From an optimization exercise on the open Yosys and OpenROAD flow, aimed at small area, a short achievable clock period and few clock cycles; shortcuts taken in it are not production practice. Where RTL was checked, it was by simulation tests only, not by an equivalence proof against the original. Power and IR drop assume default switching activity.

== 03-13 ==
==> flow/design.v (excerpt) <==
module rle_codec (
    input  wire        clk,
    input  wire        rst,
    input  wire        in_valid,
    output wire        in_ready,
    input  wire [7:0]  in_data,
    input  wire        in_last,
    input  wire        in_mode,
    output wire        out_valid,
    input  wire        out_ready,
    output wire [7:0]  out_data,
    output wire        done,
    output wire        err,
    output wire [15:0] err_pos
);
==> flow/config.mk <==
export PLATFORM = sky130hd
export DESIGN_NAME = rle_codec
export DESIGN_NICKNAME = rle_codec
export VERILOG_FILES = /design/flow/design.v
export SDC_FILE = /design/flow/constraint.sdc
export NUM_CORES = 4
export LEC_CHECK = 0
export CAP_MARGIN = 20
export CORE_MARGIN = 2
export CORE_UTILIZATION = 40
export CTS_BUF_LIST = sky130_fd_sc_hd__clkbuf_8
export CTS_CLUSTER_DIAMETER = 60
export CTS_CLUSTER_SIZE = 18
export PLACE_DENSITY = 0.6
export SETUP_SLACK_MARGIN = 3.0
export SLEW_MARGIN = 20
==> flow/constraint.sdc <==
create_clock -name core_clock -period 6.0 [get_ports {clk}]
set_input_delay 1.2000 -clock core_clock [delete_from_list [all_inputs] [get_ports {clk}]]
set_output_delay 1.2000 -clock core_clock [all_outputs]
set_load 0.01 [all_outputs]
run.sh (not shown) runs the stock make flow with config.mk's settings and CLKGATE_MAP_FILE= SYNTH_SCRIPT=/design/flow/synth_recipe.tcl, a recipe that flattens the netlist after the stock synthesis.
The inputs of 10-11 differ from those of 03-13 as listed below.
--- a/flow/design.v
+++ b/flow/design.v
@@ -150,44 +150,28 @@
                 hflag <= 1'b1;
         end
     end
     reg        lf_push;
     reg  [6:0] lf_val;
     wire       lf_pop;
     reg  [6:0] lfd [0:7];
-    reg  [2:0] lfw, lfr;
-    reg  [3:0] lf_cnt;
-    reg        lf_full, lf_ne;  
-    wire [6:0] lf_h    = lfd[lfr];
+    reg  [3:0] lfw, lfr;        
+    wire       lf_full = (lfw[2:0] == lfr[2:0]) && (lfw[3] != lfr[3]);
+    wire       lf_ne   = (lfw != lfr);
+    wire [6:0] lf_h    = lfd[lfr[2:0]];
     always @(posedge clk) begin
-        if (lf_push) lfd[lfw] <= lf_val;
+        if (lf_push) lfd[lfw[2:0]] <= lf_val;
     end
     always @(posedge clk) begin
         if (rst) begin
-            lfw     <= 3'd0;
-            lfr     <= 3'd0;
-            lf_cnt  <= 4'd0;
-            lf_full <= 1'b0;
-            lf_ne   <= 1'b0;
+            lfw <= 4'd0;
+            lfr <= 4'd0;
         end else begin
-            if (lf_push) lfw <= lfw + 3'd1;
-            if (lf_pop)  lfr <= lfr + 3'd1;
-            case ({lf_push, lf_pop})
-            2'b10: begin
-                lf_cnt  <= lf_cnt + 4'd1;
-                lf_full <= (lf_cnt == 4'd7);
-                lf_ne   <= 1'b1;
-            end
-            2'b01: begin
-                lf_cnt  <= lf_cnt - 4'd1;
-                lf_full <= 1'b0;
-                lf_ne   <= (lf_cnt != 4'd1);
-            end
-            default: ;
-            endcase
+            if (lf_push) lfw <= lfw + 4'd1;
+            if (lf_pop)  lfr <= lfr + 4'd1;
         end
     end
     reg  [7:0] rd [0:NR-1];
     reg        rm [0:NR-1];
     reg  [6:0] tid;
     reg  [6:0] tid1;            
     reg        rflush;          
Results
Lower final instance count without filler cells was reported by 03-13, not 10-11. Compared 10-11 vs 03-13, and final routed wire length divided by cell count is up in 10-11. 10-11 falls short of 03-13 in setup slack after placement. Per the comparison of 10-11 with 03-13, die area shows a reduction of 0.40%, synthesized flop and latch total shows no meaningful change, maximum number of pins on one net before global-route repair shows an increase of 23%, area fraction in and, or, nand and nor cells after synthesis shows no meaningful change. The via count reported for 10-11 is higher than the one for 03-13. Delta (10-11 minus 03-13): via density per instance now sits at about the same level; register area share after synthesis now sits at about the same level; time the final worst path needs with I/O delays and setup now sits higher; final design instance area without fill now sits higher; sequential cell count now sits at about the same level.
No run of this note included a check of the RTL's function; only the layout flow was run.

--- another note on this design; it stands on its own ---

Setup of alpha:
==> flow/design.v (excerpt) <==
module rle_codec (
    input  wire        clk,
    input  wire        rst,
    input  wire        in_valid,
    output wire        in_ready,
    input  wire [7:0]  in_data,
    input  wire        in_last,
    input  wire        in_mode,
    output wire        out_valid,
    input  wire        out_ready,
    output wire [7:0]  out_data,
    output wire        done,
    output wire        err,
    output wire [15:0] err_pos
);
Settings: LEC_CHECK=0, CAP_MARGIN=20, CORE_MARGIN=2, CORE_UTILIZATION=40, CTS_BUF_LIST=sky130_fd_sc_hd__clkbuf_8, CTS_CLUSTER_DIAMETER=60, CTS_CLUSTER_SIZE=18, PLACE_DENSITY=0.6, SETUP_SLACK_MARGIN=3.0, SLEW_MARGIN=20; clock period 6.0 ns.
run.sh (not shown) runs the stock make flow with config.mk's settings and CLKGATE_MAP_FILE= SYNTH_SCRIPT=/design/flow/synth_recipe.tcl, a recipe that flattens the netlist after the stock synthesis.
[inputs] beta vs alpha
- SETUP_SLACK_MARGIN changed from 3.0 to 3.8
On minimum period implied by the final worst setup slack: between beta and alpha, it ends up higher for beta. Fmax deteriorates in beta relative to alpha. Delta (beta minus alpha): worst hold-check slack went down 0.013 ns; total of clock buffers placed in the layout has increased; final routed wirelength across all metal layers went up; met1 track demand over resource ~0 delta. Run comparison: alpha critical path endpoint wfd[0][1]; beta critical path endpoint wfd[2][2].
> inputs changed (beta -> gamma)
- swapping 3.8 for 3.4 in SETUP_SLACK_MARGIN
==> run summary <==
Going from beta to gamma, met3 track utilization from global routing shrinks by 0.22 points. The top fanout value on the critical path in gamma was higher than what beta gave. beta → gamma: power moved down, post-layout instance area moved down. Diff gamma..beta | total clock sinks | unchanged. Re post-route minimum period: gamma is 0.012 ns down on beta. | area fraction of clock buffers and clock inverters | beta vs gamma | ≈ equal |. Count of plain and timing-repair buffers in the layout went down by more than 10% going from beta to gamma.
> inputs changed (gamma -> delta)
- PLACE_DENSITY now 0.7, was 0.6
- SETUP_SLACK_MARGIN now 3.0, was 3.4
- CTS_CLUSTER_SIZE now 20, was 18
- CTS_CLUSTER_DIAMETER now 50, was 60
- CORE_UTILIZATION now 55, was 40
Results
delta vs gamma, global-route usage went up by 3.6 points.
Power density over the cells in delta vs gamma: up 4.0%
Going from gamma to delta, actual slew at the worst max-slew pin now larger, register share of total power now smaller.
Per the comparison of delta with gamma, placer's final routability congestion estimate lost 1.0%, number of resized instances in the post-cts repair step now smaller.
Diff delta..gamma | clock skew | negligible
delta: antenna diode instance count is 6 lower than what gamma reported.
The run with more routed wire is gamma, not delta.
The cell area after synthesis of delta and that of gamma are within noise of each other.
[delta] share of post-route cells with drive strength above 1 fell 6.2 points relative to gamma
No functional check of the RTL was part of any run of this note.

========
## old
Another version of the RTL of rle_codec (not shown whole).
Size in the first run: roughly 1500 flip-flops, about 42 I/O pins, roughly 0.038 mm2 of cells after synthesis.
Design rle_codec, start of the top module:
module rle_codec (
    input  wire        clk,
    input  wire        rst,
    input  wire        in_valid,
    output wire        in_ready,
    input  wire [7:0]  in_data,
    input  wire        in_last,
    input  wire        in_mode,
    output wire        out_valid,
    input  wire        out_ready,
    output wire [7:0]  out_data,
    output wire        done,
    output wire        err,
    output wire [15:0] err_pos
);
clock: 6.0 ns
lec_check: 0
cap_margin: 20
core_margin: 2
core_utilization: 40
cts_buf_list: sky130_fd_sc_hd__clkbuf_8
cts_cluster_diameter: 60
cts_cluster_size: 18
place_density: 0.6
setup_slack_margin: 3.6
slew_margin: 20
What new does differently from old at the input level:
- SETUP_SLACK_MARGIN changed from 3.6 to 3.4
TritonCTS sink count of new is on par with old.
Layout filler cell count, new and old: lower on old
Taking old as the reference, in new normalized max-slew margin increased 8.3 points, count of clock-buffer cells in the layout increased 1, sequential share of layout area increased 0.53 points, power increased about 0.3%.
From old to new the numbers moved as follows: final design area excluding fillers now smaller, proportion of cell area occupied by multi-input gates now smaller.
In new relative to old, first-pass GRT wire length had gone down by a few percent.
Function was not checked in any run of this note: the RTL went through the layout flow alone.

--- another note on this design; it stands on its own ---

// rle_codec
module rle_codec (
    input  wire        clk,
    input  wire        rst,
    input  wire        in_valid,
    output wire        in_ready,
    input  wire [7:0]  in_data,
    input  wire        in_last,
    input  wire        in_mode,
    output wire        out_valid,
    input  wire        out_ready,
    output wire [7:0]  out_data,
    output wire        done,
    output wire        err,
    output wire [15:0] err_pos
);
    localparam NR = 128;        
    reg  [10:0] sq0, sq1;       
    reg         sv0, sv1;
    reg         in_rdy;
    reg  [7:0]  lastin;         
    assign in_ready = in_rdy;
    wire        push_in = in_valid && in_rdy;
    wire        pop_in;
    reg         fst;            
    reg         lmode;          
    wire        nmode = fst ? in_mode : lmode;
    wire [10:0] nq = {in_data == lastin, nmode, in_last, in_data};
    wire [7:0]  hd = sq0[7:0];
    wire        hl = sq0[8];
  ...
Size in the first run: about 2600 cells after synthesis.
clock: 6.0 ns
lec_check: 0
cap_margin: 20
core_margin: 2
core_utilization: 40
cts_buf_list: sky130_fd_sc_hd__clkbuf_8
cts_cluster_diameter: 60
cts_cluster_size: 18
place_density: 0.6
setup_slack_margin: 3.7
slew_margin: 20
run.sh (not shown) runs the stock make flow with config.mk's settings and CLKGATE_MAP_FILE= SYNTH_SCRIPT=/design/flow/synth_recipe.tcl, a recipe that flattens the netlist after the stock synthesis.
Testbench counts at the start, summed over its fixed seeds: cycles 140,343.
==> next run, changes <==
- SETUP_SLACK_MARGIN: 3.7 -> 3.2
What happened: The changed run finished with timing, DRC and antenna clean. Global-route usage drops by 0.64 points. Power drops by about 3.7%. Cell count drops by 3.0%. Wire length drops by 6.7%. Count of clock-buffer cells in the layout climbs by 2. Setup slack degrades by 0.11 ns. Utilization drops by 2.5 points. Non-clock buffer count drops by 120. Via count drops by about 4%.
==> next run, changes <==
- SETUP_SLACK_MARGIN: 3.2 -> 3.0
After rerunning:
- The changed run produced a clean layout
- global-route usage barely changes
- setup slack is worse by 0.10 ns
- maximum frequency fell by about 3.4%
- synthesized area is unchanged
- worst hold slack stays flat
- sequential share of layout area rises by 0.56 points
- clock skew barely changes
- die area does not change
- final area is lower by about 0.8%
- first-iteration DRC count went up by 4.5%
- non-clock buffer count shrinks by 20
==> next run, changes <==
- SETUP_SLACK_MARGIN: 3.0 -> 3.8
Effect:
- The changed run finished clean
- sequential cell count stays the same
- via count rose by about 5%
- clock-buffer cell count drops by 2
- utilization climbs by 3.1 points
- area after synthesis stays the same
- register-to-register slack gains 0.15 ns
==> next run, changes <==
- SETUP_SLACK_MARGIN: 3.8 -> 3.4
After rerunning: Combinational power drops by 22%; worst setup slack improved by 0.012 ns; wire length drops by 5.4%; cell count drops by 2.3%; core utilization drops by 2.2 points; via count drops by 3.2%; clock-buffer cell count climbs by 3; synthesized area does not change; register-to-register slack barely changes.
==> next run, changes <==
- SETUP_SLACK_MARGIN: 3.4 -> 3.5
- clock-buffer cell count drops by 2
- core utilization goes up by 0.17 points
- via count increases by 0.73%
- global-route usage is lower by 0.17 points
- cell area came out higher by 0.37%
- total power stays flat
- fmax goes up by 4.5%

==> static timing again, ports no longer ideal <==
No port has a modelled driver above. Below, the same layouts with a new extraction and two added sets of constraints. Step 1, drivers: a clkbuf_16 drives clk and a buf_2 each remaining input, both assumed. Step 2 adds t to the input delays and takes it off the output delays; t is the mean of the earliest and latest rising clock arrival at the registers after step 1. Input paths then give back, and output paths get back, about the clock's delay inside the block. Slacks: no drivers / after step 1 / after step 2; pairs: no drivers / after step 1.
run | shift t [ns] | slack for setup (ns) | worst setup path after step 2 | latest minus earliest clock arrival (ns) | worst data-port slew with drivers (ns)
03-13 | 0.812 | 3.018 / 3.018 / 2.716 | input to register | 0.070 / 0.070 | 0.04
10-11 | 0.790 | 2.871 / 2.871 / 2.731 | input to register | 0.062 / 0.062 | 0.04
alpha | 0.806 | 2.892 / 2.892 / 2.288 | input to register | 0.064 / 0.063 | 0.04
beta | 0.808 | 2.855 / 2.855 / 2.266 | input to register | 0.059 / 0.059 | 0.03
gamma | 0.823 | 2.867 / 2.867 / 2.303 | input to register | 0.043 / 0.043 | 0.04
delta | 0.772 | 2.812 / 2.812 / 2.128 | input to register | 0.043 / 0.043 | 0.03
old | 0.800 | 2.763 / 2.762 / 2.762 | register to register | 0.039 / 0.040 | 0.03
new | 0.802 | 2.864 / 2.864 / 2.743 | input to register | 0.054 / 0.054 | 0.04
the first run of note 4 | 0.791 | 3.306 / 3.306 / 3.029 | input to register | 0.054 / 0.053 | 0.06
the second run of note 4 | 0.811 | 3.192 / 3.192 / 2.539 | input to register | 0.047 / 0.047 | 0.06
the third run of note 4 | 0.801 | 3.093 / 3.069 / 2.751 | input to register | 0.042 / 0.042 | 0.06
the fourth run of note 4 | 0.825 | 3.244 / 3.244 / 3.044 | input to register | 0.045 / 0.045 | 0.06
the fifth run of note 4 | 0.801 | 3.256 / 3.256 / 2.939 | input to register | 0.045 / 0.045 | 0.05
the sixth run of note 4 | 0.790 | 3.373 / 3.373 / 2.950 | input to register | 0.062 / 0.061 | 0.05
After both steps every run listed still meets setup and hold. For delta, which loses most, drivers alone change the setup slack by 0.000 ns; drivers and shift together by -0.684 ns.
